Background: an optimization exercise with open tools, aiming at small area, a short achievable clock period and few clock cycles. Do not read the settings as production practice.
In this exercise RTL edits were held to simulation tests only and were not proved equivalent to the original.
No activity file was given, so power comes from the tool's default toggle rates.

// safe64_core
module safe64_core (
    input  wire        clk,
    input  wire        rst,
    input  wire        reg_we,
    input  wire [7:0]  reg_addr,
    input  wire [31:0] reg_wdata,
    output reg  [31:0] reg_rdata,
    output reg         mem_req,
    output reg         mem_we,
    output reg  [31:0] mem_addr,
    output reg  [7:0]  mem_wdata,
    input  wire [7:0]  mem_rdata,
    input  wire        mem_ready
);
    localparam [1:0] OP_ENC = 2'd0, OP_DEC = 2'd1, OP_VWR = 2'd2, OP_VRD = 2'd3;
    localparam [2:0] S_IDLE = 3'd0,    
                     S_RD   = 3'd1,    
                     S_WR   = 3'd2,    
                     S_AL   = 3'd3,    
                     S_VW   = 3'd4,    
                     S_SC   = 3'd5,    
                     S_V2   = 3'd6,    
                     S_VF   = 3'd7;    
    reg [31:0] cmd_q;         
    reg [31:0] res_q;         
    reg [31:0] sp_q, sl_q;    
    reg [31:0] dp_q, dl_q;    
    reg [63:0] val_q;         
    reg        pad_q;         
    reg [2:0]  st_q;
    reg [1:0]  op_q;
    reg        f_q;
    reg [31:0] rr_q;          
    reg [23:0] acc_q;         
    reg [1:0]  cnt_q;         
    reg [3:0]  k_q;           
    reg        flag_q;        
  ...
Settings: LEC_CHECK=0, CAP_MARGIN=20, CORE_MARGIN=2, CORE_UTILIZATION=40, CTS_CLUSTER_DIAMETER=120, CTS_CLUSTER_SIZE=20, SETUP_SLACK_MARGIN=4.2, SLEW_MARGIN=20, SYNTH_HIERARCHICAL=1, TNS_END_PERCENT=0; clock period 9.0 ns.
run.sh (not shown) runs the stock make flow with config.mk's settings and CLKGATE_MAP_FILE= SYNTH_SCRIPT=/design/flow/synth_recipe.tcl, a recipe that flattens the netlist after the stock synthesis.
The starting point passed the timing, design-rule and antenna checks.
Testbench counts at the start, summed over its fixed seeds: cycles 108,034.
Edit:
- SETUP_SLACK_MARGIN: 4.2 -> 4
- TNS_END_PERCENT: 0 -> 5
Utilization rose by 0.70 points. Design area rose by 1.5%. Power stays flat. Sequential power hardly moves.

========
Setup of exp/harbor:
safe64_core, a different RTL version from the one above (not shown whole).
Size in the first run: about 2,700 cells after synthesis, roughly 330 flip-flops, ~130 I/O pins.
make LEC_CHECK=0 CAP_MARGIN=20 CORE_MARGIN=2 CORE_UTILIZATION=40 PLACE_DENSITY=0.75 SETUP_SLACK_MARGIN=4 SLEW_MARGIN=20 TNS_END_PERCENT=5 finish   # period 9.0 ns
exp/harbor: all stages complete, timing, DRC and antenna checks passed
Testbench counts of exp/harbor, summed over its fixed seeds: cycles 108,034.
Input-level comparison between exp/cedar and exp/harbor:
- a deleted PLACE_DENSITY that had been 0.75
Results
- exp/harbor consumes less power than exp/cedar.
- Between exp/harbor and exp/cedar, the flow reports non-clock buffer count increasing by a few percent.
- exp/harbor → exp/cedar: leakage power summed over all cells went up by 1.3%, met1 usage in global routing saw an increase, via total after detailed routing has increased, global-route usage higher, sequential power share lower.
- Reported for exp/cedar and exp/harbor, share of synthesized cell area in full adder, half adder and majority cells turned out identical to the last digit.
- exp/cedar vs. exp/harbor: layout buffering overhead excluding clock cells rose 0.77 points, register-to-register slack up 500 ps, total wire length after detailed routing increased about 7%.
Here is what was changed in the inputs of exp/violet compared with exp/cedar.
- CTS_CLUSTER_DIAMETER now 150, previously not set
- CTS_CLUSTER_SIZE now 22, previously not set
### Flow results
exp/violet against exp/cedar: fmax did not really move, share of total power in the clock network now smaller, final critical-path required period -10 ps, setup slack increased by 10 ps relative to the old numbers, synthesis-to-finish area growth shrank by 3.3 points. Fraction of standard cell area that is sequential sits higher in exp/violet than in exp/cedar. As far as simple-gate portion of the synthesized area goes, exp/violet and exp/cedar are indistinguishable; the numbers are identical. Sort exp/cedar and exp/violet by power per standard cell area desc -> top: exp/cedar.
For exp/sierra, these inputs were changed with respect to exp/violet:
- CTS_CLUSTER_SIZE: 22 -> 20
- CTS_CLUSTER_DIAMETER: 150 -> 120
Results
Delta(cell depth of the worst setup path, exp/sierra - exp/violet) < 0
Compared exp/sierra against exp/violet; via count of the first global-routing pass within noise.
exp/sierra ended up with sky130_fd_sc_hd__or4b_4 as its slowest cell on the critical path; exp/violet ended up with sky130_fd_sc_hd__nor4_4.
Per the comparison of exp/sierra with exp/violet, setup slack went up by 20 ps; global routing usage on met3 was more or less identical.

========
## amber
safe64_core, a different RTL version from the one above (not shown whole).
Size: ~330 flip-flops, roughly 130 I/O pins, roughly 22000 um2 of cells after synthesis.
==> flow/config.mk <==
export PLATFORM = sky130hd
export DESIGN_NAME = safe64_core
export DESIGN_NICKNAME = safe64_core
export VERILOG_FILES = /design/flow/design.v
export SDC_FILE = /design/flow/constraint.sdc
export NUM_CORES = 4
export LEC_CHECK = 0
export ABC_CLOCK_PERIOD_IN_PS = 4000
export CAP_MARGIN = 20
export CORE_MARGIN = 2
export CORE_UTILIZATION = 40
export SETUP_SLACK_MARGIN = 4
export SLEW_MARGIN = 20
==> flow/constraint.sdc <==
create_clock -name core_clock -period 9.0 [get_ports {clk}]
set_input_delay 1.8000 -clock core_clock [delete_from_list [all_inputs] [get_ports {clk}]]
set_output_delay 1.8000 -clock core_clock [all_outputs]
set_load 0.01 [all_outputs]
amber was carried through to the last stage, and its layout satisfied the timing, design-rule and antenna checks.
Testbench counts of amber, summed over its fixed seeds: cycles 108,034.
The following lists how yarrow was set up differently from amber:
- ABC_CLOCK_PERIOD_IN_PS removed (was 4000)
==> run summary <==
Taking amber as the reference, in yarrow share of synthesized cell area in full adder, half adder and majority cells essentially unchanged, final-report setup violation count has remained practically unchanged. Diff amber..yarrow | multi-input gate area in the final layout | unchanged. ~same aggregate negative setup slack in amber and yarrow. As far as wire length of the first global-routing pass goes, yarrow and amber are indistinguishable; the numbers are identical. Re HPWL reported at the end of detailed placement: no difference whatsoever between amber and yarrow.

[separate check: timing with driven ports]
How much do the figures lean on ideal ports? The routed layouts below were timed once more, with nothing changed but the port constraints. Step 1 (the two cells are an assumption about what drives the block):
set clk [get_ports {clk}]
set_driving_cell -lib_cell sky130_fd_sc_hd__clkbuf_16 $clk
set_driving_cell -lib_cell sky130_fd_sc_hd__buf_2 [delete_from_list [all_inputs] $clk]
Step 2 also shifts input and output timing later by t, the mid clock arrival at the registers, as if the neighbouring blocks saw the same clock. a / b / c = ideal ports / drivers / drivers and shift; a / b = the first two.
| run | shift t [ns] | slack for setup (ns) | latest minus earliest clock arrival (ns) |
|---|---|---|---|
| the first run of note 1 | 0.610 | 3.779 / 3.722 / 3.260 | 0.018 / 0.018 |
| the second run of note 1 | 0.608 | 3.773 / 3.716 / 3.217 | 0.019 / 0.020 |
| exp/harbor | 0.638 | 3.487 / 3.323 / 3.011 | 0.038 / 0.038 |
| exp/cedar | 0.633 | 3.672 / 3.434 / 3.249 | 0.027 / 0.027 |
| exp/violet | 0.618 | 3.683 / 3.479 / 3.435 | 0.024 / 0.024 |
| exp/sierra | 0.637 | 3.702 / 3.486 / 3.197 | 0.030 / 0.030 |
| amber | 0.655 | 3.816 / 3.534 / 3.422 | 0.061 / 0.061 |
| yarrow | 0.655 | 3.816 / 3.534 / 3.422 | 0.061 / 0.061 |
After both steps every run listed still meets setup and hold. The setup slack of the second run of note 1, which loses most, moves by -0.057 ns with the drivers and by -0.556 ns with both steps.
